From an optimization exercise on the open Yosys and OpenROAD flow, aimed at small area; shortcuts taken in it are not production practice.
RTL that was checked went through simulation tests only; none was proved equivalent to the original.
Only the layout flow was run in runs 1 and 2; the RTL was not checked for function there.
Power is estimated from default activity; no workload was simulated.

--- flow/run.sh ---
#!/bin/bash
# synth_recipe.tcl (not shown) runs the flow's synth.tcl, then flattens the netlist and writes it again
# the make line also repeats each setting of config.mk as NAME=value (left out here)
make -C /OpenROAD-flow-scripts/flow DESIGN_CONFIG=/design/flow/config.mk WORK_HOME=/design/flow/orfs CLKGATE_MAP_FILE= SYNTH_SCRIPT=/design/flow/synth_recipe.tcl finish
--- flow/config.mk ---
export PLATFORM = sky130hd
export DESIGN_NAME = ipc_doorbell
export DESIGN_NICKNAME = ipc_doorbell
export VERILOG_FILES = /design/flow/design.v
export SDC_FILE = /design/flow/constraint.sdc
export NUM_CORES = 8
export LEC_CHECK = 0
export ABC_AREA = 1
export CAP_MARGIN = 20
export CORE_MARGIN = 2
export CORE_UTILIZATION = 60
export CTS_BUF_LIST = sky130_fd_sc_hd__clkbuf_4
export PLACE_DENSITY = 0.7
export SLEW_MARGIN = 20
--- flow/constraint.sdc ---
create_clock -name core_clock -period 10.0 [get_ports {clk}]
set_input_delay 2.0000 -clock core_clock [delete_from_list [all_inputs] [get_ports {clk}]]
set_output_delay 2.0000 -clock core_clock [all_outputs]
set_load 0.01 [all_outputs]
--- flow/design.v ---
module ipc_chan (
    input             clk,
    input             rst,
    input             flush,
    input      [2:0]  push_n,      
    input      [1:0]  kind0,
    input             db,
    input      [31:0] xv,
    input      [31:0] yv,
    input             pop,
    input             sel,         
    output     [34:0] head,        
    output reg [3:0]  count,
    output            tail0
);
    localparam CAP = 8;
    reg [2:0] rd_ptr;
    wire [3:0] space  = CAP - count;
    wire [2:0] accept = (push_n > space) ? space[2:0] : push_n;
    wire [2:0] tail   = rd_ptr + count[2:0];
    assign tail0 = tail[0];
    wire [34:0] rd_term [0:CAP-1];
    wire [7:0] t_oh = 8'd1 << tail;
    wire [3:0] acc_th = {accept >= 3'd4, accept >= 3'd3, accept >= 3'd2, accept >= 3'd1};
    genvar e;
    generate
        for (e = 0; e < CAP; e = e + 1) begin : g_ent
            reg  [1:0]  kind;
            reg         edb;
            reg  [31:0] val;
            wire k0 = t_oh[e];
            wire k1 = t_oh[(e + 7) % 8];
            wire k2 = t_oh[(e + 6) % 8];
            wire k3 = t_oh[(e + 5) % 8];
            wire we = (k0 && acc_th[0]) || (k1 && acc_th[1]) ||
                      (k2 && acc_th[2]) || (k3 && acc_th[3]);
            always @(posedge clk) begin
                if (we) begin
                    kind <= k0 ? kind0 : k1 ? 2'b10 : 2'b00;
                    edb  <= db;
                    val  <= (e % 2) ? yv : xv;
                end
            end
            wire hsel = sel && (rd_ptr == e[2:0]);
            assign rd_term[e] = {35{hsel}} & {kind, edb, val};
        end
    endgenerate
    assign head = rd_term[0] | rd_term[1] | rd_term[2] | rd_term[3] |
                  rd_term[4] | rd_term[5] | rd_term[6] | rd_term[7];
    always @(posedge clk) begin
        if (rst || flush) begin
            rd_ptr <= 3'd0;
            count  <= 4'd0;
        end else if (pop && count != 0) begin
            rd_ptr <= rd_ptr + 3'd1;
            count  <= count - 4'd1;
        end else begin
            count  <= count + accept;
        end
    end
endmodule
module ipc_doorbell (
    input             clk,
    input             rst,
    input             op_valid,
    input      [31:0] op_td,
    input      [63:0] op_wdata,
    output reg        rd_valid,
    output     [63:0] rd_data,
    output reg        diag_width,
    output reg        diag_range,
    output            host_irq,
    output            dsp_irq_ipc,
    output     [3:0]  dsp_irq_lvl,
    output     [3:0]  h2d_count,
    output     [3:0]  d2h_count,
    output reg        h2d_open,
    output reg        d2h_open
);
    wire [3:0]  port = op_td[31:28];
    wire [3:0]  opc  = op_td[27:24];
    wire [3:0]  f_a  = op_td[23:20];    
    wire [3:0]  f_b  = op_td[19:16];    
    wire [15:0] off  = op_td[15:0];
    wire        is_mmio  = op_valid && (port == 4'd0 || port == 4'd1) &&
                           (opc == 4'd0 || opc == 4'd1);
    wire        side     = port[0];
    wire        blk1     = (f_b == 4'd1);
    wire        has_view = (f_b == 4'd0) || (blk1 && side);
    wire        w4       = (f_a == 4'd4);
    wire        w8       = (f_a == 4'd8);
    wire [3:0]  wi       = off[5:2];
    wire [16:0] off4     = {1'b0, off} + 17'd4;
    wire [3:0]  wi4      = off4[5:2];
    function automatic tagged0(input [3:0] w);
        tagged0 = (w == 4'd0) || (w == 4'd1) || (w == 4'd2) || (w == 4'd4) ||
                  (w == 4'd5) || (w == 4'd6) || (w == 4'd8) || (w == 4'd9);
    endfunction
    wire tag_off  = has_view && (off  < 16'h40) && (blk1 || tagged0(wi));
    wire tag_off4 = has_view && (off4 < 17'h40) && (blk1 || tagged0(wi4));
    wire bad_w  = !(w4 || w8) || (off[1:0] != 2'd0) || (w8 && (tag_off || tag_off4));
    wire bad_r  = !has_view || (off[15:6] != 10'd0) || (w8 && (wi == 4'd15));
    wire acc_ok = is_mmio && !bad_w && !bad_r;
    wire rd_ok  = acc_ok && (opc == 4'd0);
    wire wr_ok  = acc_ok && (opc == 4'd1);
    wire wr0    = wr_ok && !blk1;           
    wire wr1    = wr_ok && blk1;            
    wire [31:0] lo = op_wdata[31:0];
    wire [31:0] hi = op_wdata[63:32];
    wire is_chan   = op_valid && (port == 4'd3);
    wire ch_dsp    = (f_a == 4'd0);    
    wire ch_host   = (f_a == 4'd1);    
    wire deliver   = is_chan && (opc == 4'd0);
    wire close_op  = is_chan && (opc == 4'd1);
    wire open_op   = is_chan && (opc == 4'd2);
    wire is_rst_op = op_valid && (port == 4'd4) && (opc == 4'd0);
    wire rst_h0    = is_rst_op && (f_a == 4'd0) && (f_b == 4'd0);
    wire rst_d0    = is_rst_op && (f_a == 4'd1) && (f_b == 4'd0);
    wire rst_d1    = is_rst_op && (f_a == 4'd1) && (f_b == 4'd1);
    wire is_src    = op_valid && (port == 4'd2) && (opc == 4'd0 || opc == 4'd1);
    wire src_set   = (opc == 4'd0);
    wire        cmd_wr = wr0 && w4 && (wi == 4'd0 || wi == 4'd4);
    wire        csr_wr = wr0 && w4 && (wi == 4'd8);
    wire [2:0]  tx_n   = cmd_wr ? 3'd2 + {2'd0, lo[0]} + {2'd0, lo[1]} :
                         csr_wr ? 3'd1 : 3'd0;
    wire [31:0] sts_sel;
    wire [31:0] sts_new = {sts_sel[31:2], lo[1:0]};
    wire        h2d_t0, d2h_t0;
    wire        t0 = side ? d2h_t0 : h2d_t0;
    wire [31:0] xv = t0 ? sts_new : lo;
    wire [31:0] yv = t0 ? lo : sts_new;
    wire [34:0] h2d_head, d2h_head;
    ipc_chan u_h2d (
        .clk    (clk),
        .rst    (rst),
        .flush  (close_op && ch_dsp),
        .push_n ((!side && h2d_open) ? tx_n : 3'd0),
        .kind0  ({csr_wr, 1'b1}),
        .db     (wi[2]),
        .xv     (xv),
        .yv     (yv),
        .pop    (deliver && ch_dsp),
        .sel    (ch_dsp),
        .head   (h2d_head),
        .count  (h2d_count),
        .tail0  (h2d_t0)
    );
    ipc_chan u_d2h (
        .clk    (clk),
        .rst    (rst),
        .flush  (close_op && ch_host),
        .push_n ((side && d2h_open) ? tx_n : 3'd0),
        .kind0  ({csr_wr, 1'b1}),
        .db     (wi[2]),
        .xv     (xv),
        .yv     (yv),
        .pop    (deliver && ch_host),
        .sel    (ch_host),
        .head   (d2h_head),
        .count  (d2h_count),
        .tail0  (d2h_t0)
    );
    always @(posedge clk) begin
        if (rst) begin
            h2d_open <= 1'b1;
            d2h_open <= 1'b1;
        end else begin
            if (close_op && ch_dsp)  h2d_open <= 1'b0;
            if (open_op  && ch_dsp)  h2d_open <= 1'b1;
            if (close_op && ch_host) d2h_open <= 1'b0;
            if (open_op  && ch_host) d2h_open <= 1'b1;
        end
    end
    wire        dlv_side = ch_dsp;
    wire        dlv      = deliver && (ch_dsp ? (h2d_count != 4'd0) :
                                      ch_host ? (d2h_count != 4'd0) : 1'b0);
    wire [34:0] dlv_msg  = h2d_head | d2h_head;
    wire [1:0]  dlv_kind = dlv_msg[34:33];
    wire        dlv_db   = dlv_msg[32];
    wire [31:0] dlv_val  = dlv_msg[31:0];
    wire        dlv_echo = dlv && (dlv_kind != 2'd0);
    wire        dlv_irq  = dlv && (dlv_kind == 2'd0);
    wire [31:0] view [0:31];
    wire zero_any = rst || rst_h0 || rst_d0;
    wire w1c_wi   = (wi == 4'd1) || (wi == 4'd5) || (wi == 4'd9);
    wire [31:0] be = zero_any ? 32'd0 : dlv_echo ? dlv_val :
                     (w8 && wi[0]) ? hi : lo;
    wire [31:0] bo = zero_any ? 32'd0 : dlv_echo ? dlv_val :
                     w1c_wi ? 32'd0 : (w8 && !wi[0]) ? hi : lo;
    genvar gs, gi;
    generate
        for (gs = 0; gs < 2; gs = gs + 1) begin : g_side
            wire zero_s = rst || (gs == 0 ? rst_h0 : rst_d0);
            wire own    = wr0 && (side == gs);
            for (gi = 0; gi < 16; gi = gi + 1) begin : g_word
                reg  [31:0] w;
                wire [31:0] bus    = (gi % 2) ? bo : be;
                wire        hit_lo = own && (wi == gi);
                wire        hit_hi = (gi >= 11) && own && w8 && (wi == gi - 1);
                wire        hit_ec = dlv_echo && (dlv_side == gs) && (
                                     (gi == 0 && dlv_kind == 2'd1 && !dlv_db) ||
                                     (gi == 4 && dlv_kind == 2'd1 &&  dlv_db) ||
                                     (gi == 1 && dlv_kind == 2'd2 && !dlv_db) ||
                                     (gi == 5 && dlv_kind == 2'd2 &&  dlv_db) ||
                                     (gi == 8 && dlv_kind == 2'd3));
                if (gi == 1 || gi == 5) begin : g_sts
                    wire hit_cmd = own && w4 && (wi == gi - 1);
                    wire [31:0] en = {32{zero_s || hit_ec}} |
                                     ({32{hit_lo}} & lo) |
                                     {30'd0, {2{hit_cmd}}};
                    integer b;
                    always @(posedge clk)
                        for (b = 0; b < 32; b = b + 1)
                            if (en[b]) w[b] <= bus[b];
                end else if (gi == 9) begin : g_evt
                    wire [31:0] en = {32{zero_s}} | ({32{hit_lo}} & lo);
                    integer b;
                    always @(posedge clk)
                        for (b = 0; b < 32; b = b + 1)
                            if (en[b]) w[b] <= bus[b];
                end else begin : g_plain
                    wire en = zero_s || hit_lo || hit_hi || hit_ec;
                    always @(posedge clk)
                        if (en) w <= bus;
                end
                assign view[gs*16 + gi] = w;
            end
        end
    endgenerate
    assign sts_sel = side ? (wi[2] ? view[21] : view[17]) :
                            (wi[2] ? view[5]  : view[1]);
    reg  [3:0] pend;
    wire [3:0] cons;    
    assign cons[0] = (view[1]  & ~view[2])  != 32'd0;
    assign cons[1] = (view[17] & ~view[18]) != 32'd0;
    assign cons[2] = (view[5]  & ~view[6])  != 32'd0;
    assign cons[3] = (view[21] & ~view[22]) != 32'd0;
    wire mclr  = wr0 && w4 && (wi == 4'd2 || wi == 4'd6) && ((sts_sel & ~lo) == 32'd0);
    reg [3:0] pend_n;
    integer db, ps;
    always @* begin
        pend_n = pend;
        for (db = 0; db < 2; db = db + 1) begin
            for (ps = 0; ps < 2; ps = ps + 1) begin
                if (dlv_irq && dlv_side == ps && cons[db*2 + ps])
                    pend_n[db*2 + ps] = 1'b1;
                if (mclr && side == ps && wi[2] == db)
                    pend_n[db*2 + ps] = 1'b0;
                if ((ps == 0 && rst_h0) || (ps == 1 && rst_d0))
                    pend_n[db*2 + ps] = 1'b0;
            end
        end
    end
    always @(posedge clk) begin
        if (rst) pend <= 4'd0;
        else     pend <= pend_n;
    end
    reg [3:0] rawb;    
    always @(posedge clk) begin
        if (rst || rst_d1) begin
            rawb <= 4'd0;
        end else if (is_src) begin
            case (off)
                16'd0: rawb[0] <= src_set;
                16'd1: rawb[1] <= src_set;
                16'd2: rawb[2] <= src_set;
                16'd3: rawb[3] <= src_set;
                default: ;
            endcase
        end
    end
    wire [31:0] raw_w [0:3];
    assign raw_w[0] = {30'd0, rawb[1], rawb[0]};
    assign raw_w[1] = {27'd0, rawb[2], 4'd0};
    assign raw_w[2] = 32'd0;
    assign raw_w[3] = {rawb[3], 31'd0};
    wire [31:0] mask_w [0:3];
    wire        mzero = rst || rst_d1;
    genvar gl;
    generate
        for (gl = 0; gl < 4; gl = gl + 1) begin : g_lvl
            reg  [31:0] m;
            wire mhit = wr1 && (wi[3:2] == gl);
            wire mset = mhit && (wi[1:0] == 2'd1);
            wire mclr_l = mhit && (wi[1:0] == 2'd2);
            wire [31:0] en = {32{mzero}} | ({32{mset || mclr_l}} & lo);
            wire        d  = !mzero && mset;
            integer b;
            always @(posedge clk)
                for (b = 0; b < 32; b = b + 1)
                    if (en[b]) m[b] <= d;
            assign mask_w[gl] = m;
        end
    endgenerate
    assign host_irq       = pend[0] | pend[2];
    assign dsp_irq_ipc    = pend[1] | pend[3];
    assign dsp_irq_lvl[0] = (rawb[0] & ~mask_w[0][0]) | (rawb[1] & ~mask_w[0][1]);
    assign dsp_irq_lvl[1] = rawb[2] & ~mask_w[1][4];
    assign dsp_irq_lvl[2] = 1'b0;
    assign dsp_irq_lvl[3] = rawb[3] & ~mask_w[3][31];
    reg       rq_ipc, rq_irq, rq_hi, rq_side;
    reg [3:0] rq_wi;
    always @(posedge clk) begin
        if (rst) begin
            rd_valid   <= 1'b0;
            diag_width <= 1'b0;
            diag_range <= 1'b0;
            rq_ipc     <= 1'b0;
            rq_irq     <= 1'b0;
            rq_hi      <= 1'b0;
        end else begin
            rd_valid   <= is_mmio && (opc == 4'd0);
            diag_width <= is_mmio && bad_w;
            diag_range <= is_mmio && !bad_w && bad_r;
            rq_ipc     <= rd_ok && !blk1;
            rq_irq     <= rd_ok && blk1;
            rq_hi      <= rd_ok && w8;
        end
        rq_side <= side;
        rq_wi   <= wi;
    end
    wire [2:0] e_idx = rq_wi[3:1] + {2'd0, rq_wi[0]};
    wire       lo_odd = rq_ipc && rq_wi[0];
    wire       lo_evn = (rq_ipc && !rq_wi[0]) || rq_irq;
    wire       hi_odd = rq_hi && !rq_wi[0];
    wire       hi_evn = rq_hi && rq_wi[0];
    wire       e_on   = rq_ipc || rq_hi;
    reg [31:0] ev, od;
    integer j;
    always @* begin
        ev = 32'd0;
        od = 32'd0;
        for (j = 0; j < 8; j = j + 1) begin
            ev = ev | ({32{e_on && e_idx == j && !rq_side}} & view[2*j]);
            ev = ev | ({32{e_on && e_idx == j &&  rq_side}} & view[16 + 2*j]);
            od = od | ({32{rq_wi[3:1] == j && !rq_side}} & view[2*j + 1]);
            od = od | ({32{rq_wi[3:1] == j &&  rq_side}} & view[16 + 2*j + 1]);
        end
        for (j = 0; j < 4; j = j + 1) begin
            if (rq_irq && rq_wi[3:2] == j) begin
                case (rq_wi[1:0])
                    2'd0:    ev = ev | raw_w[j];
                    2'd3:    ev = ev | (raw_w[j] & ~mask_w[j]);
                    default: ev = ev | mask_w[j];
                endcase
            end
        end
    end
    wire [31:0] lo_acc = ({32{lo_evn}} & ev) | ({32{lo_odd}} & od);
    wire [31:0] hi_acc = ({32{hi_evn}} & ev) | ({32{hi_odd}} & od);
    assign rd_data = {hi_acc, lo_acc};
endmodule
==> impl_metrics.env, run 1 <==
export IMPL_outcome="complete, no violations"
export IMPL_drtAntennaViolNets=0
export IMPL_finalPower_mw=16.3
export IMPL_ys_warn_count=2
export IMPL_hp_start="pend[2]"
export IMPL_die_h_um=352
export IMPL_synth_area_um2=72800
export IMPL_synth_edf_count=1712
export IMPL_fmax_mhz=113
export IMPL_regArea_um2=52100
export IMPL_start_util=0.606
export IMPL_ys_types=66
export IMPL_rows=127
export IMPL_die_x_um=352
export IMPL_clkTransAtPathRegs_ps=60
export IMPL_dr_pass1_iters=9
export IMPL_grt_pass1_wl_um=394000
export IMPL_drive_above_1_share=0.159
export IMPL_post_drt_wl_per_cell_um=35.1
export IMPL_final_period_utilization=0.884
export IMPL_pin_count=182
export IMPL_core_um2=120000
export IMPL_rrSetupSlack_ps=4900
export IMPL_drt_iter0_markers=9693
export IMPL_syn_nets=5895
export IMPL_cp_start_kind="flop"
export IMPL_gp_congestion=1.05
export IMPL_nets=6358
export IMPL_cts_setup_buffers=0
export IMPL_area_growth_syn_to_layout_pct=13.4
export IMPL_synthTopCellsByArea="edfxtp_1, nand2_1, o21ai_0, a221oi_1, inv_1"
export IMPL_required_ps=8000
export IMPL_yosysMostFrequentCell="edfxtp_1"
export IMPL_ys_seq_area_frac=0.716
export IMPL_port_buffers=180
export IMPL_multi_input_area_um2=18500
export IMPL_grt_overflow=0
export IMPL_rsz0062_at_grt="false"
export IMPL_dp_hpwl_um=187000
export IMPL_cts_sinks=1747
export IMPL_fin_skew_ps=126
export IMPL_hold_violations=0
export IMPL_avgViaCountPerCell=6.84
export IMPL_ir_drop_uv=341
export IMPL_critPathKind="flop to output port"
export IMPL_cts_root_buffer="clkbuf_4"
export IMPL_crit_start="rq_wi[0]"
export IMPL_powerDensity_nw_per_um2=197
export IMPL_syn_avg_cell_area_um2=12.6
export IMPL_leakage_nw=28.8
export IMPL_cts_buffer_depth=4
export IMPL_fin_tns_setup_ps=0
export IMPL_setup_violations=0
export IMPL_clk_latency_ps=1400
export IMPL_postLayoutCoreUtil=0.687
export IMPL_h_tree_depth=5
export IMPL_fill_cells=8846
export IMPL_synth_flop_cell="edfxtp_1"
export IMPL_min_period_ps=8840
export IMPL_grt_max_degree=69
export IMPL_totalWireLength_um=285000
export IMPL_grtUsageTotal=0.456
export IMPL_drc=0
export IMPL_cts_hold_buf=0
export IMPL_synthArstFlopShare=0
export IMPL_synth_seq_cells=1747
export IMPL_num_vias=55600
export IMPL_synth_top_cell_by_area="edfxtp_1"
export IMPL_cts_tree="built"
export IMPL_critPathArrivalTime_ps=6840
export IMPL_hold_slack_ps=484
export IMPL_cts_made_buffers=436
export IMPL_cts_resized=0
export IMPL_synth_top_area_frac=0.706
export IMPL_grt_pass1_vias=53000
export IMPL_worstMarginPinSlew_ps=1370
export IMPL_drv_slew=0
export IMPL_worst_path_max_fanout=32
export IMPL_syn_inst=5755
export IMPL_hp_class="flop to flop"
export IMPL_synth_top_cells_by_count="edfxtp_1, nand2_1, o21ai_0, inv_1, clkbuf_1"
export IMPL_end_kind="output port"
export IMPL_relSlewSlack=0.0773
export IMPL_antenna_found_initial=17
export IMPL_r2r_start="u_h2d.rd_ptr[0]"
export IMPL_drv_cap=0
export IMPL_dieArea_um2=124000
[logic make-up after synthesis]
family,share of synthesized area
other cells,0.0000515
buf+inv,0.0378
compound gates,0.137
simple gates,0.100
flops,0.716
fa+ha+maj,0.00746
xor+xnor,0.00156
[report_power, final]
part           switching [mW]  internal (mW)  total, mW
combinational            1.13          0.295       1.42
clock                    2.85           2.98       5.83
sequential              0.233           8.78       9.01
[area by class of cell]
cell class / instances / area share
sequential: 1747 / 0.631
inverter: 375 / 0.0171
clock buffer: 634 / 0.0577
clock inverter: 97 / 0.00597
tap: 1612 / 0.0244
timing repair buffer: 362 / 0.0383
antenna: 11 / 0.000334
multi-input combinational: 3296 / 0.225
[critical path, stage by stage (launching register included)]
cell,delay (ps)
dfxtp_1,840
ha_1,390
ha_1,200
xor2_1,120
inv_1,170
nor2_1,60
inv_1,120
nor2_4,40
buf_4,350
a221oi_1,390
nand3_1,120
a211oi_1,800
nand4_1,970
nand2_1,260
o21ai_0,110
clkdlybuf4s50_1,520
[cell usage in the layout (no fill, tap or decap), types with 10 or more instances in the layout]
| master | Yosys | final |
|---|---|---|
| a21oi_1 | 193 | 180 |
| inv_2 | 29 | 39 |
| nand3_1 | 186 | 184 |
| a21oi_2 | 5 | 13 |
| nor2_1 | 224 | 177 |
| nor2_4 | 4 | 10 |
| o2111ai_1 | 20 | 20 |
| o211ai_1 | 36 | 36 |
| nor3_1 | 41 | 40 |
| o21ai_0 | 571 | 511 |
| nand2_1 | 1065 | 1056 |
| o21ai_4 | 0 | 22 |
| o21ai_1 | 68 | 103 |
| clkinv_1 | 5 | 84 |
| clkbuf_4 | 0 | 635 |
| nor4_1 | 17 | 16 |
| dfxtp_1 | 35 | 35 |
| a32o_1 | 14 | 14 |
| clkinv_2 | 0 | 12 |
| inv_1 | 341 | 331 |
| a211oi_1 | 51 | 51 |
| nand2_2 | 11 | 20 |
| buf_4 | 3 | 181 |
| nand4_1 | 111 | 111 |
| edfxtp_1 | 1712 | 1712 |
| a22oi_1 | 91 | 91 |
| o22ai_1 | 102 | 102 |
| clkdlybuf4s50_1 | 0 | 178 |
| ha_1 | 37 | 37 |
| a221oi_1 | 202 | 202 |
| diode_2 | 0 | 11 |
| nor2_2 | 7 | 48 |
| a2111oi_0 | 27 | 20 |
| a22o_1 | 131 | 131 |
[sequential cells by signal, indices dropped and copies added, names as in the netlist, 3 cells and up]
signal            flops
g_side.g_word.w    1024
u_d2h.g_ent.val     256
u_h2d.g_ent.val     256
g_lvl.m             128
u_d2h.g_ent.kind     16
u_h2d.g_ent.kind     16
u_d2h.g_ent.edb       8
u_h2d.g_ent.edb       8
pend                  4
rawb                  4
rq_wi                 4
u_d2h.count           4
u_h2d.count           4
u_d2h.rd_ptr          3
u_h2d.rd_ptr          3
[metrics by stage]
| stage | instances | setup slack, ps | area, um2 |
|---|---|---|---|
| after CTS | 8118 | 1800 | 82400 |
| after floorplan | 5755 | 3360 | 72800 |
| after global placement | 7386 | 2550 | 77100 |
| final | 8134 | 1160 | 82500 |
| after global routing | 8127 | 1160 | 82500 |
| after detailed placement | 7387 | 2570 | 77100 |
[final timing paths]
check | to | cells past startpoint
setup / recovery | rd_data[32] | 15
setup reg to reg | g_side[0].g_word[15].w[9] | 17
hold reg to reg | pend[2] | 2
hold / removal | pend[2] | 2
[layer usage]
| metal | track usage | wire length [um] |
|---|---|---|
| met5 | 0 | 133 |
| met4 | 0.356 | 26900 |
| met3 | 0.147 | 42700 |
| met2 | 0.667 | 124000 |
| met1 | 0.564 | 91800 |
==> inputs of run 2 (changes only) <==
--- a/flow/config.mk
+++ b/flow/config.mk
@@ -9,6 +9,7 @@
 export CAP_MARGIN = 20
 export CORE_MARGIN = 2
-export CORE_UTILIZATION = 60
-export CTS_BUF_LIST = sky130_fd_sc_hd__clkbuf_4
-export PLACE_DENSITY = 0.7
+export CORE_UTILIZATION = 50
+export CTS_BUF_LIST = sky130_fd_sc_hd__clkbuf_8
+export CTS_CLUSTER_SIZE = 20
+export PLACE_DENSITY = 0.6
 export SLEW_MARGIN = 20
==> impl_metrics.env, run 2 <==
export IMPL_final_period_utilization=0.807
export IMPL_die_x_um=386
export IMPL_required_ps=8000
export IMPL_clk_latency_ps=1030
export IMPL_synth_top_area_frac=0.706
export IMPL_dp_hpwl_um=193000
export IMPL_critPathSlowestCell="dfxtp_1"
export IMPL_relSlewSlack=0.114
export IMPL_gp_congestion=1.07
export IMPL_synth_top_cell_by_area="edfxtp_1"
export IMPL_syn_nets=5895
export IMPL_grt_pass1_vias=50800
export IMPL_syn_inst=5755
export IMPL_worst_path_max_fanout=30
export IMPL_grt_max_degree=108
export IMPL_cts_tree="built"
export IMPL_cts_resized=0
export IMPL_clkTransAtPathRegs_ps=60
export IMPL_drive_above_1_share=0.115
export IMPL_ys_types=66
export IMPL_fill_cells=11900
export IMPL_post_drt_wl_per_cell_um=35.0
export IMPL_cts_setup_buffers=0
export IMPL_start_util=0.505
export IMPL_drtAntennaViolNets=0
export IMPL_totalWireLength_um=288000
export IMPL_synth_edf_count=1712
export IMPL_drt_iter0_markers=8325
export IMPL_nets=6244
export IMPL_r2r_end="g_side[1].g_word[14].w[12]"
export IMPL_crit_chain="ha_1, clkinv_1, nand3_1, nor2_1, inv_1, nor2_4, buf_4, a221oi_1, nand3_1, a211oi_1, nand4_1, a32o_1, clkdlybuf4s50_1"
export IMPL_critPathTopFamily="compound AO/OA/AOI/OAI gates"
export IMPL_final_common_cell="edfxtp_1"
export IMPL_synthArstFlopShare=0
export IMPL_cts_made_buffers=303
export IMPL_setup_slack_ps=1930
export IMPL_setup_violations=0
export IMPL_fmax_mhz=124
export IMPL_regMostFlops="g_side.g_word.w"
export IMPL_cts_root_buffer="clkbuf_8"
export IMPL_fin_skew_ps=69.7
export IMPL_synth_seq_cells=1747
export IMPL_dr_pass1_iters=8
export IMPL_core_um2=144000
export IMPL_rsz0062_at_grt="false"
export IMPL_synth_area_um2=72800
export IMPL_cts_buffer_depth=4
export IMPL_critPathArrivalTime_ps=6070
export IMPL_ir_drop_uv=140
export IMPL_grtUsageTotal=0.383
export IMPL_regArea_um2=52100
export IMPL_synth_top_cells_by_count="edfxtp_1, nand2_1, o21ai_0, inv_1, clkbuf_1"
export IMPL_multi_input_area_um2=18500
export IMPL_h_tree_depth=5
export IMPL_crit_top_cell="nand3_1"
export IMPL_cp_num_buf_inv=4
export IMPL_hp_start="pend[1]"
export IMPL_leakage_nw=28.7
export IMPL_cts_hold_buf=0
export IMPL_critPathKind="flop to output port"
export IMPL_drv_slew=0
export IMPL_powerDensity_nw_per_um2=196
export IMPL_whs_path_depth=2
export IMPL_dieArea_um2=149000
export IMPL_worstMarginPinSlew_ps=1320
export IMPL_area_growth_syn_to_layout_pct=13.8
export IMPL_reg2regPathDepth=15
export IMPL_hold_violations=0
export IMPL_port_buffers=180
export IMPL_place_ws_ps=2460
export IMPL_fin_tns_setup_ps=0
export IMPL_avgViaCountPerCell=6.55
export IMPL_ys_seq_area_frac=0.716
export IMPL_grt_pass1_wl_um=394000
export IMPL_ys_warn_count=2
export IMPL_min_period_ps=8070
export IMPL_largest_register_ffs=1024
export IMPL_slowest_delay_ps=800
export IMPL_rrSetupSlack_ps=5000
export IMPL_outcome="complete, no violations"
export IMPL_drv_cap=0
export IMPL_yosysMostFrequentCell="edfxtp_1"
export IMPL_hold_end="pend[1]"
export IMPL_synth_flop_cell="edfxtp_1"
export IMPL_end_kind="output port"
export IMPL_cp_start_kind="flop"
export IMPL_num_vias=53800
export IMPL_cts_sinks=1747
export IMPL_antenna_found_initial=14
export IMPL_grt_overflow=0
export IMPL_mostFrequentLayoutCells="edfxtp_1, nand2_1, o21ai_0"
export IMPL_drc=0
export IMPL_top_regs="g_side.g_word.w: 1024 flops, u_d2h.g_ent.val: 256 flops, u_h2d.g_ent.val: 256 flops"
export IMPL_hp_class="flop to flop"
export IMPL_pin_count=182
export IMPL_rows=139
export IMPL_synthTopCellsByArea="edfxtp_1, nand2_1, o21ai_0, a221oi_1, inv_1"
export IMPL_syn_avg_cell_area_um2=12.6
export IMPL_die_h_um=386
export IMPL_r2r_start="u_d2h.rd_ptr[2]"
[run 2: power breakdown]
group	total [mW]	internal (mW)	leakage, nW	switching [mW]
clock network	5.76	2.89	3.01	2.87
registers	9.01	8.79	16.4	0.222
logic	1.42	0.300	9.34	1.12
total	16.2	12.0	28.7	4.21
[run 2: kinds of logic (layout without fill, tap and decap cells)]
kind of cell               after synthesis  count (layout)  synth area share
DFF                                   1747            1747             0.716
and+or+nand+nor                       1700            1700             0.100
AOI/OAI and AO/OA                     1541            1541             0.137
buffers and inverters                  712            1260            0.0378
adders and majority gates               41              41           0.00746
xor gates and xnor gates                13              13           0.00156
other                                    1               6         0.0000515
[run 2: final cells by class]
type,count,area share
Sequential cell,1747,0.629
Multi-Input combinational cell,3296,0.223
Clock buffer,313,0.0520
Timing Repair Buffer,381,0.0400
Tap cell,1903,0.0288
Inverter,375,0.0170
Clock inverter,191,0.00929
Antenna cell,5,0.000151
[run 2: per-layer routing]
metal | routed length [um] | up-vias | global-route usage
li1 | - | 22300 | -
met1 | 103000 | 26600 | 0.489
met2 | 128000 | 3922 | 0.581
met3 | 35200 | 900 | 0.107
met4 | 21800 | 12 | 0.240
met5 | 80 | - | 0
[run 2: worst max path at each step]
stage / start / endpoint / slack, ps / depth (start not counted)
2_1_floorplan: op_td[4] / u_d2h.g_ent[0].edb / 3360 / 24
3_3_place_gp: op_td[4] / u_h2d.g_ent[1].val[25] / 2490 / 27
3_5_place_dp: op_td[4] / u_d2h.count[3] / 2460 / 33
4_1_cts: rq_wi[0] / rd_data[31] / 1990 / 13
5_1_grt: rq_wi[0] / rd_data[45] / 1830 / 12
6_report: rq_wi[0] / rd_data[31] / 1930 / 13
[run 2: worst register-to-register path, stage by stage, from the launching register on]
cell and delay, ps:
dfxtp_1 520, inv_1 190, ha_1 230, nand2_1 70, inv_2 30, buf_4 270, nand2_1 140, nand4_1 130
a21oi_1 140, nand3_1 210, a211oi_4 420, nand2_2 120, nand2_2 160, buf_4 530, o21ai_0 640, a21oi_2 870
[run 2: stage by stage]
stage	std cells	hold WS [ps]	util	power, mW	cell area [um2]
5_1_grt	8208	476	0.575	16.6	82800
3_3_place_gp	7697	453	0.539	10.5	77600
3_5_place_dp	7700	455	0.539	10.5	77600
2_1_floorplan	5755	439	-	9.76	72800
6_report	8211	471	0.575	16.2	82800
4_1_cts	8204	465	0.574	16.2	82700
==> inputs of run 3 (changes only) <==
--- a/flow/design.v
+++ b/flow/design.v
@@ -21,6 +21,4 @@
     assign tail0 = tail[0];
     wire [34:0] rd_term [0:CAP-1];
-    wire [7:0] t_oh = 8'd1 << tail;
-    wire [3:0] acc_th = {accept >= 3'd4, accept >= 3'd3, accept >= 3'd2, accept >= 3'd1};
     genvar e;
     generate
@@ -29,13 +27,9 @@
             reg         edb;
             reg  [31:0] val;
-            wire k0 = t_oh[e];
-            wire k1 = t_oh[(e + 7) % 8];
-            wire k2 = t_oh[(e + 6) % 8];
-            wire k3 = t_oh[(e + 5) % 8];
-            wire we = (k0 && acc_th[0]) || (k1 && acc_th[1]) ||
-                      (k2 && acc_th[2]) || (k3 && acc_th[3]);
+            wire [2:0]  k  = e[2:0] - tail;
+            wire        we = (k < accept);
             always @(posedge clk) begin
                 if (we) begin
-                    kind <= k0 ? kind0 : k1 ? 2'b10 : 2'b00;
+                    kind <= (k == 3'd0) ? kind0 : (k == 3'd1) ? 2'b10 : 2'b00;
                     edb  <= db;
                     val  <= (e % 2) ? yv : xv;
@@ -231,9 +225,10 @@
                             (wi[2] ? view[5]  : view[1]);
     reg  [3:0] pend;
-    wire [3:0] cons;    
-    assign cons[0] = (view[1]  & ~view[2])  != 32'd0;
-    assign cons[1] = (view[17] & ~view[18]) != 32'd0;
-    assign cons[2] = (view[5]  & ~view[6])  != 32'd0;
-    assign cons[3] = (view[21] & ~view[22]) != 32'd0;
+    wire [31:0] r_sts0 = dlv_side ? view[17] : view[1];
+    wire [31:0] r_imr0 = dlv_side ? view[18] : view[2];
+    wire [31:0] r_sts1 = dlv_side ? view[21] : view[5];
+    wire [31:0] r_imr1 = dlv_side ? view[22] : view[6];
+    wire cons0 = (r_sts0 & ~r_imr0) != 32'd0;
+    wire cons1 = (r_sts1 & ~r_imr1) != 32'd0;
     wire mclr  = wr0 && w4 && (wi == 4'd2 || wi == 4'd6) && ((sts_sel & ~lo) == 32'd0);
     reg [3:0] pend_n;
@@ -243,5 +238,5 @@
         for (db = 0; db < 2; db = db + 1) begin
             for (ps = 0; ps < 2; ps = ps + 1) begin
-                if (dlv_irq && dlv_side == ps && cons[db*2 + ps])
+                if (dlv_irq && dlv_side == ps && (db == 0 ? cons0 : cons1))
                     pend_n[db*2 + ps] = 1'b1;
                 if (mclr && side == ps && wi[2] == db)
@@ -320,33 +315,26 @@
         rq_wi   <= wi;
     end
-    wire [2:0] e_idx = rq_wi[3:1] + {2'd0, rq_wi[0]};
-    wire       lo_odd = rq_ipc && rq_wi[0];
-    wire       lo_evn = (rq_ipc && !rq_wi[0]) || rq_irq;
-    wire       hi_odd = rq_hi && !rq_wi[0];
-    wire       hi_evn = rq_hi && rq_wi[0];
-    wire       e_on   = rq_ipc || rq_hi;
-    reg [31:0] ev, od;
+    reg [31:0] lo_acc;
+    reg [31:0] hi_acc;
     integer j;
     always @* begin
-        ev = 32'd0;
-        od = 32'd0;
-        for (j = 0; j < 8; j = j + 1) begin
-            ev = ev | ({32{e_on && e_idx == j && !rq_side}} & view[2*j]);
-            ev = ev | ({32{e_on && e_idx == j &&  rq_side}} & view[16 + 2*j]);
-            od = od | ({32{rq_wi[3:1] == j && !rq_side}} & view[2*j + 1]);
-            od = od | ({32{rq_wi[3:1] == j &&  rq_side}} & view[16 + 2*j + 1]);
-        end
+        lo_acc = 32'd0;
+        for (j = 0; j < 32; j = j + 1)
+            lo_acc = lo_acc | ({32{rq_ipc && {rq_side, rq_wi} == j}} & view[j]);
         for (j = 0; j < 4; j = j + 1) begin
             if (rq_irq && rq_wi[3:2] == j) begin
                 case (rq_wi[1:0])
-                    2'd0:    ev = ev | raw_w[j];
-                    2'd3:    ev = ev | (raw_w[j] & ~mask_w[j]);
-                    default: ev = ev | mask_w[j];
+                    2'd0:    lo_acc = lo_acc | raw_w[j];
+                    2'd3:    lo_acc = lo_acc | (raw_w[j] & ~mask_w[j]);
+                    default: lo_acc = lo_acc | mask_w[j];
                 endcase
             end
         end
+        hi_acc = 32'd0;
+        for (j = 11; j < 16; j = j + 1) begin
+            hi_acc = hi_acc | ({32{rq_hi && !rq_side && rq_wi == j - 1}} & view[j]);
+            hi_acc = hi_acc | ({32{rq_hi &&  rq_side && rq_wi == j - 1}} & view[16 + j]);
+        end
     end
-    wire [31:0] lo_acc = ({32{lo_evn}} & ev) | ({32{lo_odd}} & od);
-    wire [31:0] hi_acc = ({32{hi_evn}} & ev) | ({32{hi_odd}} & od);
     assign rd_data = {hi_acc, lo_acc};
 endmodule
--- a/flow/config.mk
+++ b/flow/config.mk
@@ -9,7 +9,5 @@
 export CAP_MARGIN = 20
 export CORE_MARGIN = 2
-export CORE_UTILIZATION = 50
-export CTS_BUF_LIST = sky130_fd_sc_hd__clkbuf_8
-export CTS_CLUSTER_SIZE = 20
-export PLACE_DENSITY = 0.6
+export CORE_UTILIZATION = 30
+export PLACE_DENSITY = 0.5
 export SLEW_MARGIN = 20
==> impl_metrics.env, run 3 <==
export IMPL_outcome="complete, no violations"
export IMPL_required_ps=8000
export IMPL_cts_made_buffers=178
export IMPL_final_cells=9842
export IMPL_reg2regPathDepth=15
export IMPL_hp_start="pend[3]"
export IMPL_cts_sinks=1747
export IMPL_worst_path_max_fanout=19
export IMPL_multi_input_area_um2=20100
export IMPL_setup_violations=0
export IMPL_area_growth_syn_to_layout_pct=18.0
export IMPL_cts_buffer_depth=3
export IMPL_syn_inst=6085
export IMPL_avgViaCountPerCell=5.88
export IMPL_grtUsageTotal=0.264
export IMPL_start_util=0.301
export IMPL_whs_path_depth=2
export IMPL_fmax_mhz=130
export IMPL_powerDensity_nw_per_um2=266
export IMPL_drc=0
export IMPL_ys_warn_count=2
export IMPL_antenna_found_initial=38
export IMPL_grt_max_degree=122
export IMPL_cts_setup_buffers=0
export IMPL_ys_seq_area_frac=0.699
export IMPL_drv_slew=0
export IMPL_setup_slack_ps=2330
export IMPL_cp_start_kind="flop"
export IMPL_synth_top_cell_by_area="edfxtp_1"
export IMPL_drt_iter0_markers=11000
export IMPL_final_period_utilization=0.767
export IMPL_h_tree_depth=4
export IMPL_ir_drop_uv=382
export IMPL_rsz0062_at_grt="false"
export IMPL_critPathArrivalTime_ps=5670
export IMPL_drive_above_1_share=0.110
export IMPL_syn_avg_cell_area_um2=12.3
export IMPL_syn_nets=6266
export IMPL_dp_hpwl_um=227000
export IMPL_core_um2=248000
export IMPL_nets=6536
export IMPL_grt_pass1_vias=53300
export IMPL_drtAntennaViolNets=0
export IMPL_grt_overflow=0
export IMPL_mostFrequentLayoutCells="edfxtp_1, nand2_1, inv_1"
export IMPL_end_kind="output port"
export IMPL_post_drt_wl_per_cell_um=34.8
export IMPL_clkTransAtPathRegs_ps=60
export IMPL_fin_tns_setup_ps=0
export IMPL_critPathKind="flop to output port"
export IMPL_synthTopCellsByArea="edfxtp_1, nand2_1, o21ai_0, a221oi_1, inv_1"
export IMPL_synth_area_um2=74600
export IMPL_regArea_um2=52100
export IMPL_cts_resized=0
export IMPL_hp_class="flop to flop"
export IMPL_r2r_end="g_side[0].g_word[7].w[19]"
export IMPL_regMostFlops="g_side.g_word.w"
export IMPL_top_regs="g_side.g_word.w: 1024 flops, u_d2h.g_ent.val: 256 flops, u_h2d.g_ent.val: 256 flops"
export IMPL_dieArea_um2=253000
export IMPL_synth_top_area_frac=0.690
export IMPL_grt_pass1_wl_um=460000
export IMPL_dr_pass1_iters=8
export IMPL_synth_top_cells_by_count="edfxtp_1, nand2_1, o21ai_0, inv_1, nor2_1"
export IMPL_r2r_start="u_d2h.rd_ptr[0]"
export IMPL_ys_types=65
export IMPL_cts_tree="built"
export IMPL_totalWireLength_um=343000
export IMPL_port_buffers=180
export IMPL_die_x_um=503
export IMPL_synth_edf_count=1712
export IMPL_gp_congestion=0.921
export IMPL_die_h_um=503
export IMPL_drv_cap=0
export IMPL_min_period_ps=7670
export IMPL_final_common_cell="edfxtp_1"
export IMPL_yosysMostFrequentCell="edfxtp_1"
export IMPL_postLayoutCoreUtil=0.355
export IMPL_hold_end="pend[3]"
export IMPL_hold_violations=0
export IMPL_fill_cells=24300
export IMPL_relSlewSlack=0.153
export IMPL_crit_start="rq_wi[0]"
export IMPL_clk_latency_ps=850
export IMPL_synthArstFlopShare=0
export IMPL_rows=183
export IMPL_place_ws_ps=2110
export IMPL_worstMarginPinSlew_ps=1270
export IMPL_cts_hold_buf=0
export IMPL_pin_count=182
export IMPL_rrSetupSlack_ps=4790
export IMPL_cts_root_buffer="clkbuf_16"
export IMPL_place_inst=9502
export IMPL_synth_flop_cell="edfxtp_1"
export IMPL_synth_seq_cells=1747
export IMPL_fin_skew_ps=48.5
export IMPL_num_vias=57900
export IMPL_leakage_nw=30.3
export IMPL_largest_register_ffs=1024
==> run 3: cell count changes after synthesis, sizes merged, moves of 36 or more <==
cell    previous run  this run
o22ai            102       184
ha                37        78
inv              370       521
a22o             131        59
nand3            189       139
a211oi            52        16
nor2             236       307
==> run 3: cells by family (layout without fill, tap and decap cells) <==
kind of cell	after synthesis	count (layout)	synth area share
AO/OA/AOI/OAI	1646	1646	0.141
XOR/XNOR	15	15	0.00176
adder cells (fa/ha/maj)	82	82	0.0142
buffers and inverters	873	1291	0.0450
flip-flops	1747	1747	0.699
other	1	10	0.0000503
AND/OR/NAND/NOR	1721	1721	0.0989
==> run 3: metrics by stage <==
stage	hold slack, ps	area, um2	power (mW)
6_report	537	87900	23.4
5_1_grt	595	87900	24.1
4_1_cts	531	87900	23.4
3_5_place_dp	516	82000	16.7
3_3_place_gp	497	82000	16.5
2_1_floorplan	445	74600	14.1
==> run 3: how the worst max path moves through the flow <==
stage | slack [ps] | depth (start not counted) | endpoint
5_1_grt | 2180 | 14 | rd_data[15]
3_5_place_dp | 2110 | 27 | u_d2h.g_ent[7].edb
2_1_floorplan | 2910 | 22 | u_h2d.g_ent[6].edb
3_3_place_gp | 2070 | 27 | u_d2h.g_ent[4].edb
4_1_cts | 2480 | 13 | rd_data[14]
6_report | 2330 | 14 | rd_data[18]
==> run 3: area by class of cell <==
class                      count  area share
sequential                  1747       0.593
multi-input combinational   3465       0.229
clock buffer                 221      0.0525
tap                         3330      0.0474
timing repair buffer         433      0.0425
inverter                     530      0.0226
clock inverter               107      0.0138
antenna                        9    0.000256
==> run 3: metal layers <==
metal  wire, um  up-vias  track usage
met5         57        -            0
met4      14300       10       0.0973
met3      48200      654       0.0844
met2     141000     4506        0.373
met1     139000    29400        0.376
li1           -    23300            -
==> run 3: power breakdown <==
group | leakage [nW] | switching, mW | internal, mW | total, mW
sequential | 16.7 | 0.531 | 11.0 | 11.5
clock | 2.82 | 3.03 | 3.80 | 6.83
combinational | 10.8 | 4.00 | 1.03 | 5.03
total | 30.3 | 7.56 | 15.8 | 23.4
==> run 3: critical path, cell delays in order, from the launching register on <==
cell and delay [ps]:
dfxtp_1 620, inv_1 130, ha_1 250, inv_1 130, nor2_1 70, inv_1 170, nor2_2 40, buf_4 240
inv_2 290, buf_4 530, o22ai_1 140, a221oi_1 590, o2111ai_1 260, or4_1 770, clkdlybuf4s50_1 590
==> inputs of run 4 (changes only) <==
--- a/flow/design.v
+++ b/flow/design.v
@@ -6,11 +6,9 @@
     input      [1:0]  kind0,
     input             db,
-    input      [31:0] xv,
-    input      [31:0] yv,
+    input      [31:0] val,
     input             pop,
     input             sel,         
     output     [34:0] head,        
-    output reg [3:0]  count,
-    output            tail0
+    output reg [3:0]  count
 );
     localparam CAP = 8;
@@ -19,5 +17,6 @@
     wire [2:0] accept = (push_n > space) ? space[2:0] : push_n;
     wire [2:0] tail   = rd_ptr + count[2:0];
-    assign tail0 = tail[0];
+    wire [7:0] t_oh   = 8'd1 << tail;
+    wire [3:0] acc_th = {accept >= 3'd4, accept >= 3'd3, accept >= 3'd2, accept >= 3'd1};
     wire [34:0] rd_term [0:CAP-1];
     genvar e;
@@ -26,16 +25,20 @@
             reg  [1:0]  kind;
             reg         edb;
-            reg  [31:0] val;
-            wire [2:0]  k  = e[2:0] - tail;
-            wire        we = (k < accept);
+            reg  [31:0] v;
+            wire k0 = t_oh[e];
+            wire k1 = t_oh[(e + 7) % 8];
+            wire k2 = t_oh[(e + 6) % 8];
+            wire k3 = t_oh[(e + 5) % 8];
+            wire we = (k0 && acc_th[0]) || (k1 && acc_th[1]) ||
+                      (k2 && acc_th[2]) || (k3 && acc_th[3]);
             always @(posedge clk) begin
                 if (we) begin
-                    kind <= (k == 3'd0) ? kind0 : (k == 3'd1) ? 2'b10 : 2'b00;
+                    kind <= k0 ? kind0 : k1 ? 2'b10 : 2'b00;
                     edb  <= db;
-                    val  <= (e % 2) ? yv : xv;
+                    v    <= val;
                 end
             end
             wire hsel = sel && (rd_ptr == e[2:0]);
-            assign rd_term[e] = {35{hsel}} & {kind, edb, val};
+            assign rd_term[e] = {35{hsel}} & {kind, edb, v};
         end
     endgenerate
@@ -118,10 +121,4 @@
     wire [2:0]  tx_n   = cmd_wr ? 3'd2 + {2'd0, lo[0]} + {2'd0, lo[1]} :
                          csr_wr ? 3'd1 : 3'd0;
-    wire [31:0] sts_sel;
-    wire [31:0] sts_new = {sts_sel[31:2], lo[1:0]};
-    wire        h2d_t0, d2h_t0;
-    wire        t0 = side ? d2h_t0 : h2d_t0;
-    wire [31:0] xv = t0 ? sts_new : lo;
-    wire [31:0] yv = t0 ? lo : sts_new;
     wire [34:0] h2d_head, d2h_head;
     ipc_chan u_h2d (
@@ -132,11 +129,9 @@
         .kind0  ({csr_wr, 1'b1}),
         .db     (wi[2]),
-        .xv     (xv),
-        .yv     (yv),
+        .val    (lo),
         .pop    (deliver && ch_dsp),
         .sel    (ch_dsp),
         .head   (h2d_head),
-        .count  (h2d_count),
-        .tail0  (h2d_t0)
+        .count  (h2d_count)
     );
     ipc_chan u_d2h (
@@ -147,11 +142,9 @@
         .kind0  ({csr_wr, 1'b1}),
         .db     (wi[2]),
-        .xv     (xv),
-        .yv     (yv),
+        .val    (lo),
         .pop    (deliver && ch_host),
         .sel    (ch_host),
         .head   (d2h_head),
-        .count  (d2h_count),
-        .tail0  (d2h_t0)
+        .count  (d2h_count)
     );
     always @(posedge clk) begin
@@ -177,9 +170,9 @@
     wire [31:0] view [0:31];
     wire zero_any = rst || rst_h0 || rst_d0;
-    wire w1c_wi   = (wi == 4'd1) || (wi == 4'd5) || (wi == 4'd9);
+    wire sts_wi   = (wi == 4'd1) || (wi == 4'd5);
     wire [31:0] be = zero_any ? 32'd0 : dlv_echo ? dlv_val :
                      (w8 && wi[0]) ? hi : lo;
     wire [31:0] bo = zero_any ? 32'd0 : dlv_echo ? dlv_val :
-                     w1c_wi ? 32'd0 : (w8 && !wi[0]) ? hi : lo;
+                     sts_wi ? 32'd0 : (w8 && !wi[0]) ? hi : lo;
     genvar gs, gi;
     generate
@@ -188,6 +181,4 @@
             wire own    = wr0 && (side == gs);
             for (gi = 0; gi < 16; gi = gi + 1) begin : g_word
-                reg  [31:0] w;
-                wire [31:0] bus    = (gi % 2) ? bo : be;
                 wire        hit_lo = own && (wi == gi);
                 wire        hit_hi = (gi >= 11) && own && w8 && (wi == gi - 1);
@@ -199,37 +190,34 @@
                                      (gi == 8 && dlv_kind == 2'd3));
                 if (gi == 1 || gi == 5) begin : g_sts
+                    reg  [1:0] w;
                     wire hit_cmd = own && w4 && (wi == gi - 1);
-                    wire [31:0] en = {32{zero_s || hit_ec}} |
-                                     ({32{hit_lo}} & lo) |
-                                     {30'd0, {2{hit_cmd}}};
-                    integer b;
-                    always @(posedge clk)
-                        for (b = 0; b < 32; b = b + 1)
-                            if (en[b]) w[b] <= bus[b];
+                    wire [1:0] en = {2{zero_s || hit_ec || hit_cmd}} |
+                                    ({2{hit_lo}} & lo[1:0]);
+                    always @(posedge clk) begin
+                        if (en[0]) w[0] <= bo[0];
+                        if (en[1]) w[1] <= bo[1];
+                    end
+                    assign view[gs*16 + gi] = {30'd0, w};
                 end else if (gi == 9) begin : g_evt
-                    wire [31:0] en = {32{zero_s}} | ({32{hit_lo}} & lo);
-                    integer b;
-                    always @(posedge clk)
-                        for (b = 0; b < 32; b = b + 1)
-                            if (en[b]) w[b] <= bus[b];
+                    assign view[gs*16 + gi] = 32'd0;
                 end else begin : g_plain
+                    reg  [31:0] w;
                     wire en = zero_s || hit_lo || hit_hi || hit_ec;
                     always @(posedge clk)
-                        if (en) w <= bus;
+                        if (en) w <= (gi % 2) ? bo : be;
+                    assign view[gs*16 + gi] = w;
                 end
-                assign view[gs*16 + gi] = w;
             end
         end
     endgenerate
-    assign sts_sel = side ? (wi[2] ? view[21] : view[17]) :
-                            (wi[2] ? view[5]  : view[1]);
+    wire [1:0] sts_sel = side ? (wi[2] ? view[21][1:0] : view[17][1:0]) :
+                                (wi[2] ? view[5][1:0]  : view[1][1:0]);
     reg  [3:0] pend;
-    wire [31:0] r_sts0 = dlv_side ? view[17] : view[1];
-    wire [31:0] r_imr0 = dlv_side ? view[18] : view[2];
-    wire [31:0] r_sts1 = dlv_side ? view[21] : view[5];
-    wire [31:0] r_imr1 = dlv_side ? view[22] : view[6];
-    wire cons0 = (r_sts0 & ~r_imr0) != 32'd0;
-    wire cons1 = (r_sts1 & ~r_imr1) != 32'd0;
-    wire mclr  = wr0 && w4 && (wi == 4'd2 || wi == 4'd6) && ((sts_sel & ~lo) == 32'd0);
+    wire [3:0] cons;    
+    assign cons[0] = (view[1][1:0]  & ~view[2][1:0])  != 2'd0;
+    assign cons[1] = (view[17][1:0] & ~view[18][1:0]) != 2'd0;
+    assign cons[2] = (view[5][1:0]  & ~view[6][1:0])  != 2'd0;
+    assign cons[3] = (view[21][1:0] & ~view[22][1:0]) != 2'd0;
+    wire mclr  = wr0 && w4 && (wi == 4'd2 || wi == 4'd6) && ((sts_sel & ~lo[1:0]) == 2'd0);
     reg [3:0] pend_n;
     integer db, ps;
@@ -238,5 +226,5 @@
         for (db = 0; db < 2; db = db + 1) begin
             for (ps = 0; ps < 2; ps = ps + 1) begin
-                if (dlv_irq && dlv_side == ps && (db == 0 ? cons0 : cons1))
+                if (dlv_irq && dlv_side == ps && cons[db*2 + ps])
                     pend_n[db*2 + ps] = 1'b1;
                 if (mclr && side == ps && wi[2] == db)
@@ -315,26 +303,33 @@
         rq_wi   <= wi;
     end
-    reg [31:0] lo_acc;
-    reg [31:0] hi_acc;
+    wire [2:0] e_idx  = rq_wi[3:1] + {2'd0, rq_wi[0]};
+    wire       lo_odd = rq_ipc && rq_wi[0];
+    wire       lo_evn = (rq_ipc && !rq_wi[0]) || rq_irq;
+    wire       hi_odd = rq_hi && !rq_wi[0];
+    wire       hi_evn = rq_hi && rq_wi[0];
+    wire       e_on   = rq_ipc || rq_hi;
+    reg [31:0] ev, od;
     integer j;
     always @* begin
-        lo_acc = 32'd0;
-        for (j = 0; j < 32; j = j + 1)
-            lo_acc = lo_acc | ({32{rq_ipc && {rq_side, rq_wi} == j}} & view[j]);
+        ev = 32'd0;
+        od = 32'd0;
+        for (j = 0; j < 8; j = j + 1) begin
+            ev = ev | ({32{e_on && e_idx == j && !rq_side}} & view[2*j]);
+            ev = ev | ({32{e_on && e_idx == j &&  rq_side}} & view[16 + 2*j]);
+            od = od | ({32{rq_wi[3:1] == j && !rq_side}} & view[2*j + 1]);
+            od = od | ({32{rq_wi[3:1] == j &&  rq_side}} & view[16 + 2*j + 1]);
+        end
         for (j = 0; j < 4; j = j + 1) begin
             if (rq_irq && rq_wi[3:2] == j) begin
                 case (rq_wi[1:0])
-                    2'd0:    lo_acc = lo_acc | raw_w[j];
-                    2'd3:    lo_acc = lo_acc | (raw_w[j] & ~mask_w[j]);
-                    default: lo_acc = lo_acc | mask_w[j];
+                    2'd0:    ev = ev | raw_w[j];
+                    2'd3:    ev = ev | (raw_w[j] & ~mask_w[j]);
+                    default: ev = ev | mask_w[j];
                 endcase
             end
         end
-        hi_acc = 32'd0;
-        for (j = 11; j < 16; j = j + 1) begin
-            hi_acc = hi_acc | ({32{rq_hi && !rq_side && rq_wi == j - 1}} & view[j]);
-            hi_acc = hi_acc | ({32{rq_hi &&  rq_side && rq_wi == j - 1}} & view[16 + j]);
-        end
     end
+    wire [31:0] lo_acc = ({32{lo_evn}} & ev) | ({32{lo_odd}} & od);
+    wire [31:0] hi_acc = ({32{hi_evn}} & ev) | ({32{hi_odd}} & od);
     assign rd_data = {hi_acc, lo_acc};
 endmodule
--- a/flow/config.mk
+++ b/flow/config.mk
@@ -9,5 +9,8 @@
 export CAP_MARGIN = 20
 export CORE_MARGIN = 2
-export CORE_UTILIZATION = 30
-export PLACE_DENSITY = 0.5
+export CORE_UTILIZATION = 50
+export CTS_BUF_LIST = sky130_fd_sc_hd__clkbuf_16
+export CTS_CLUSTER_DIAMETER = 60
+export CTS_CLUSTER_SIZE = 30
+export PLACE_DENSITY = 0.6
 export SLEW_MARGIN = 20
==> impl_metrics.env, run 4 <==
export IMPL_finalPower_mw=13.4
export IMPL_min_period_ps=7820
export IMPL_die_h_um=358
export IMPL_setup_violations=0
export IMPL_worst_path_max_fanout=36
export IMPL_place_inst=6306
export IMPL_hold_violations=0
export IMPL_post_drt_wl_per_cell_um=30.3
export IMPL_critPathArrivalTime_ps=5820
export IMPL_hp_class="flop to flop"
export IMPL_cts_tree="built"
export IMPL_fill_cells=9814
export IMPL_gp_congestion=0.886
export IMPL_syn_nets=4713
export IMPL_powerDensity_nw_per_um2=187
export IMPL_drv_cap=0
export IMPL_start_util=0.505
export IMPL_syn_inst=4572
export IMPL_syn_avg_cell_area_um2=13.7
export IMPL_synth_seq_cells=1563
export IMPL_core_um2=124000
export IMPL_totalWireLength_um=198000
export IMPL_cts_buffer_depth=3
export IMPL_synthArstFlopShare=0
export IMPL_grt_pass1_vias=38200
export IMPL_pin_count=182
export IMPL_postLayoutCoreUtil=0.578
export IMPL_grt_max_degree=101
export IMPL_synth_area_um2=62600
export IMPL_ir_drop_uv=152
export IMPL_whs_path_depth=2
export IMPL_top_regs="g_side.g_word.genblk1.g_plain.w: 832 flops, u_d2h.g_ent.v: 256 flops, u_h2d.g_ent.v: 256 flops"
export IMPL_grt_overflow=0
export IMPL_rsz0062_at_grt="false"
export IMPL_cts_resized=0
export IMPL_critPathKind="flop to output port"
export IMPL_cp_start_kind="flop"
export IMPL_reg2regPathDepth=12
export IMPL_synth_flop_cell="edfxtp_1"
export IMPL_synth_top_area_frac=0.732
export IMPL_clkTransAtPathRegs_ps=90
export IMPL_dieArea_um2=128000
export IMPL_cts_made_buffers=117
export IMPL_num_vias=41200
export IMPL_synth_top_cell_by_area="edfxtp_1"
export IMPL_regMostFlops="g_side.g_word.genblk1.g_plain.w"
export IMPL_hold_slack_ps=524
export IMPL_fin_tns_setup_ps=0
export IMPL_setup_slack_ps=2180
export IMPL_ys_warn_count=2
export IMPL_hold_end="d2h_open"
export IMPL_place_ws_ps=1700
export IMPL_clk_latency_ps=760
export IMPL_h_tree_depth=3
export IMPL_fmax_mhz=128
export IMPL_dp_hpwl_um=126000
export IMPL_required_ps=8000
export IMPL_leakage_nw=24.4
export IMPL_grtUsageTotal=0.309
export IMPL_ys_types=66
export IMPL_drc=0
export IMPL_cts_hold_buf=0
export IMPL_drtAntennaViolNets=0
export IMPL_area_growth_syn_to_layout_pct=14.4
export IMPL_outcome="complete, no violations"
export IMPL_r2r_end="g_side[0].g_word[15].genblk1.g_plain.w[9]"
export IMPL_cts_sinks=1563
export IMPL_end_kind="output port"
export IMPL_rrSetupSlack_ps=4830
export IMPL_synth_edf_count=1528
export IMPL_grt_pass1_wl_um=282000
export IMPL_final_common_cell="edfxtp_1"
export IMPL_drive_above_1_share=0.108
export IMPL_die_x_um=358
export IMPL_worstMarginPinSlew_ps=1250
export IMPL_antenna_found_initial=6
export IMPL_cts_root_buffer="clkbuf_16"
export IMPL_rows=129
export IMPL_synthTopCellsByArea="edfxtp_1, nand2_1, a221oi_1, a22o_1, o21ai_0"
export IMPL_fin_skew_ps=56.0
export IMPL_port_buffers=180
export IMPL_synth_top_cells_by_count="edfxtp_1, nand2_1, o21ai_0, inv_1, nor2_1"
export IMPL_dr_pass1_iters=6
export IMPL_relSlewSlack=0.162
export IMPL_drt_iter0_markers=5397
export IMPL_ys_seq_area_frac=0.744
export IMPL_largest_register_ffs=832
export IMPL_final_cells=6536
export IMPL_yosysMostFrequentCell="edfxtp_1"
export IMPL_placed_area_um2=67300
export IMPL_final_period_utilization=0.782
export IMPL_r2r_start="u_d2h.rd_ptr[1]"
export IMPL_avgViaCountPerCell=6.30
export IMPL_drv_slew=0
export IMPL_cts_setup_buffers=0
export IMPL_hp_start="d2h_open"
export IMPL_nets=4931
export IMPL_mostFrequentLayoutCells="edfxtp_1, nand2_1, inv_1"
export IMPL_post_route_cell_area_um2=71700
run 4: cell types whose count changed after synthesis, sizes merged, moves of 101 or more:
cell	change
o22ai	-147
edfxtp	-184
inv	-252
nand2	-205
a22o	+101
o21ai	-353
run 4: area by class of cell:
| cell class | instances | area (um2) | share of cell area |
|---|---|---|---|
| tap | 1637 | 2050 | 0.0286 |
| clock inverter | 104 | 1340 | 0.0187 |
| timing repair buffer | 324 | 2980 | 0.0416 |
| inverter | 273 | 1020 | 0.0143 |
| sequential | 1563 | 46600 | 0.650 |
| antenna | 6 | 15.0 | 0.000209 |
| multi-input combinational | 2511 | 14700 | 0.206 |
| clock buffer | 118 | 2950 | 0.0412 |
run 4: cell families (layout without fill, tap and decap cells):
| kind of cell | after synthesis | in the layout | synth area share |
|---|---|---|---|
| flip-flops | 1563 | 1563 | 0.744 |
| buffers and inverters | 498 | 819 | 0.0307 |
| AND/OR/NAND/NOR | 1438 | 1438 | 0.0997 |
| AO/OA/AOI/OAI | 1017 | 1017 | 0.115 |
| adder cells (fa/ha/maj) | 42 | 42 | 0.00887 |
| XOR/XNOR | 13 | 13 | 0.00182 |
| other | 1 | 7 | 0.0000599 |
run 4: where the power goes:
group / internal, mW / total (mW) / switching [mW]
clock network: 2.59 / 5.19 / 2.60
registers: 7.53 / 7.61 / 0.0839
logic: 0.128 / 0.583 / 0.454
run 4: worst max-delay path, stage by stage, from the launching register on:
cell,delay [ps]
dfxtp_1,320
buf_4,410
ha_1,600
clkinv_1,530
nand3_1,310
nor2_1,80
nand2_1,80
inv_1,230
buf_4,350
nand2_1,120
nand4_1,120
a221oi_1,280
nand2_1,80
a221oi_1,220
nand4_1,340
a32o_1,450
clkdlybuf4s50_1,530
run 4: layer usage:
| metal | global-route usage | vias up | part of all wire | wire length (um) |
|---|---|---|---|---|
| met1 | 0.449 | 20900 | 0.41 | 81900 |
| li1 | - | 17800 | - | - |
| met3 | 0.0498 | 274 | 0.094 | 18700 |
| met5 | 0 | - | 0 | 0 |
| met4 | 0.0835 | 0 | 0.026 | 5100 |
| met2 | 0.487 | 2117 | 0.47 | 92200 |
run 4: how the worst max path moves through the flow:
stage                   start                   end  slack, ps  cells past startpoint
floorplan           op_td[20]    u_d2h.g_ent[0].edb       3390                     20
finish               rq_wi[0]            rd_data[0]       2180                     16
detailed placement   op_td[4]   u_h2d.g_ent[6].v[3]       1700                     31
global placement    op_td[28]  u_h2d.g_ent[4].v[30]       1520                     27
global route         op_td[4]  u_h2d.g_ent[6].v[24]       1970                     31
CTS                  rq_wi[0]            rd_data[0]       2260                     16
==> inputs of run 5 (changes only) <==
--- a/flow/config.mk
+++ b/flow/config.mk
@@ -11,6 +11,6 @@
 export CORE_UTILIZATION = 50
 export CTS_BUF_LIST = sky130_fd_sc_hd__clkbuf_16
-export CTS_CLUSTER_DIAMETER = 60
-export CTS_CLUSTER_SIZE = 30
+export CTS_CLUSTER_DIAMETER = 80
+export CTS_CLUSTER_SIZE = 24
 export PLACE_DENSITY = 0.6
 export SLEW_MARGIN = 20
==> impl_metrics.env, run 5 <==
export IMPL_outcome="complete, no violations"
export IMPL_drtAntennaViolNets=0
export IMPL_fill_cells=10000
export IMPL_regMostFlops="g_side.g_word.genblk1.g_plain.w"
export IMPL_rsz0062_at_grt="false"
export IMPL_post_drt_wl_per_cell_um=30.8
export IMPL_synthTopCellsByArea="edfxtp_1, nand2_1, a221oi_1, a22o_1, o21ai_0"
export IMPL_cts_resized=0
export IMPL_synth_top_area_frac=0.732
export IMPL_reg2regPathDepth=12
export IMPL_drive_above_1_share=0.0870
export IMPL_ys_warn_count=2
export IMPL_r2r_start="u_d2h.rd_ptr[1]"
export IMPL_grt_pass1_vias=37700
export IMPL_drc=0
export IMPL_synth_seq_cells=1563
export IMPL_cts_root_buffer="clkbuf_16"
export IMPL_core_um2=124000
export IMPL_fmax_mhz=129
export IMPL_postLayoutCoreUtil=0.562
export IMPL_grt_pass1_wl_um=280000
export IMPL_synthArstFlopShare=0
export IMPL_totalWireLength_um=197000
export IMPL_fin_tns_setup_ps=0
export IMPL_largest_register_ffs=832
export IMPL_hold_violations=0
export IMPL_leakage_nw=23.5
export IMPL_min_period_ps=7730
export IMPL_use_met3=0.0467
export IMPL_top_usage_layer="met2"
export IMPL_avgViaCountPerCell=6.34
export IMPL_synth_edf_count=1528
export IMPL_drt_iter0_markers=5165
export IMPL_drv_slew=0
export IMPL_cp_start_kind="flop"
export IMPL_area_growth_syn_to_layout_pct=11.2
export IMPL_top_regs="g_side.g_word.genblk1.g_plain.w: 832 flops, u_d2h.g_ent.v: 256 flops, u_h2d.g_ent.v: 256 flops"
export IMPL_synth_top_cell_by_area="edfxtp_1"
export IMPL_final_period_utilization=0.773
export IMPL_synth_flop_cell="edfxtp_1"
export IMPL_ys_types=66
export IMPL_final_common_cell="edfxtp_1"
export IMPL_grtUsageMet1=0.447
export IMPL_nets=4893
export IMPL_syn_avg_cell_area_um2=13.7
export IMPL_required_ps=8000
export IMPL_cts_setup_buffers=0
export IMPL_grtUsageTotal=0.307
export IMPL_relSlewSlack=0.163
export IMPL_cts_buffer_depth=3
export IMPL_hp_start="d2h_open"
export IMPL_clk_latency_ps=690
export IMPL_syn_inst=4572
export IMPL_ys_seq_area_frac=0.744
export IMPL_grt_overflow=0
export IMPL_cts_tree="built"
export IMPL_whs_path_depth=2
export IMPL_regArea_um2=46600
export IMPL_yosysMostFrequentCell="edfxtp_1"
export IMPL_end_kind="output port"
export IMPL_die_x_um=358
export IMPL_synth_top_cells_by_count="edfxtp_1, nand2_1, o21ai_0, inv_1, nor2_1"
export IMPL_grt_max_degree=101
export IMPL_dp_hpwl_um=126000
export IMPL_start_util=0.505
export IMPL_r2r_end="g_side[0].g_word[11].genblk1.g_plain.w[9]"
export IMPL_hp_class="flop to flop"
export IMPL_rows=129
export IMPL_mostFrequentLayoutCells="edfxtp_1, nand2_1, inv_1"
export IMPL_h_tree_depth=3
export IMPL_num_vias=40700
export IMPL_setup_violations=0
export IMPL_die_h_um=358
export IMPL_ir_drop_uv=137
export IMPL_clkTransAtPathRegs_ps=100
export IMPL_cts_hold_buf=0
export IMPL_use_met2=0.489
export IMPL_cts_made_buffers=79
export IMPL_port_buffers=180
export IMPL_worst_path_max_fanout=36
export IMPL_antenna_found_initial=4
export IMPL_hold_end="d2h_open"
export IMPL_syn_nets=4713
export IMPL_rrSetupSlack_ps=4850
export IMPL_dr_pass1_iters=6
export IMPL_gp_congestion=0.886
export IMPL_critPathArrivalTime_ps=5730
export IMPL_powerDensity_nw_per_um2=169
export IMPL_pin_count=182
export IMPL_worstMarginPinSlew_ps=1250
export IMPL_synth_area_um2=62600
export IMPL_drv_cap=0
export IMPL_cts_sinks=1563
export IMPL_critPathKind="flop to output port"
export IMPL_multi_input_area_um2=14700
export IMPL_dieArea_um2=128000
export IMPL_fin_skew_ps=39.6
==> run 5: cell counts after synthesis <==
Identical to the previous run, type by type.
==> run 5: logic make-up after synthesis <==
group           synth area share
xor+xnor                 0.00182
flops                      0.744
compound gates             0.115
fa+ha+maj                0.00887
simple gates              0.0997
buf+inv                   0.0307
other cells            0.0000599
==> run 5: stage by stage <==
step	hold slack [ps]	total power [mW]	instance area (um2)	cells	worst slack [ps]
3_5_place_dp	518	8.33	67300	6306	1700
6_report	532	11.8	69700	6419	2270
5_1_grt	575	12.1	69700	6418	1930
3_3_place_gp	517	8.32	67100	6299	1520
2_1_floorplan	445	7.99	62600	4572	3390
4_1_cts	535	11.8	69600	6414	2340
==> run 5: power breakdown <==
group	internal, mW	switching, mW	total, mW	leakage [nW]
Combinational	0.128	0.454	0.582	7.67
Clock	1.53	2.07	3.59	1.16
Sequential	7.53	0.0833	7.61	14.6
Total	9.18	2.60	11.8	23.5
==> run 5: critical path, stage by stage (launching register included) <==
cell	delay, ps
dfxtp_1	330
buf_4	410
ha_1	580
clkinv_1	530
nand3_1	310
nor2_1	80
nand2_1	80
inv_1	230
buf_4	350
nand2_1	120
nand4_1	100
a221oi_1	280
nand2_1	80
a221oi_1	220
nand4_1	340
a32o_1	460
clkdlybuf4s50_1	530
==> run 5: layer usage <==
metal,vias to the layer above,part of all wire
li1,17600,-
met1,20800,0.42
met4,0,0.023
met5,-,0
met2,2050,0.47
met3,218,0.092
==> run 5: how the worst max path moves through the flow <==
| stage | startpoint | to | slack (ps) | cells past startpoint |
|---|---|---|---|---|
| 6_report | rq_wi[0] | rd_data[0] | 2270 | 16 |
| 2_1_floorplan | op_td[20] | u_d2h.g_ent[0].edb | 3390 | 20 |
| 3_5_place_dp | op_td[4] | u_h2d.g_ent[6].v[3] | 1700 | 31 |
| 4_1_cts | rq_wi[0] | rd_data[0] | 2340 | 16 |
| 5_1_grt | op_td[4] | u_h2d.g_ent[6].v[30] | 1930 | 31 |
| 3_3_place_gp | op_td[28] | u_h2d.g_ent[4].v[30] | 1520 | 27 |
==> run 5: area by class of cell <==
type | count | share of cell area
Antenna cell | 3 | 0.000108
Clock buffer | 83 | 0.0298
Clock inverter | 25 | 0.00289
Inverter | 273 | 0.0147
Multi-Input combinational cell | 2511 | 0.212
Sequential cell | 1563 | 0.669
Tap cell | 1637 | 0.0294
Timing Repair Buffer | 324 | 0.0428

Setup slack of run 5, layout unchanged: 2.268 ns with ideal ports, 2.191 ns with driving cells assumed (clock clkbuf_16, inputs buf_2), 1.522 ns with port delays also shifted by the 0.752 ns mid clock arrival.
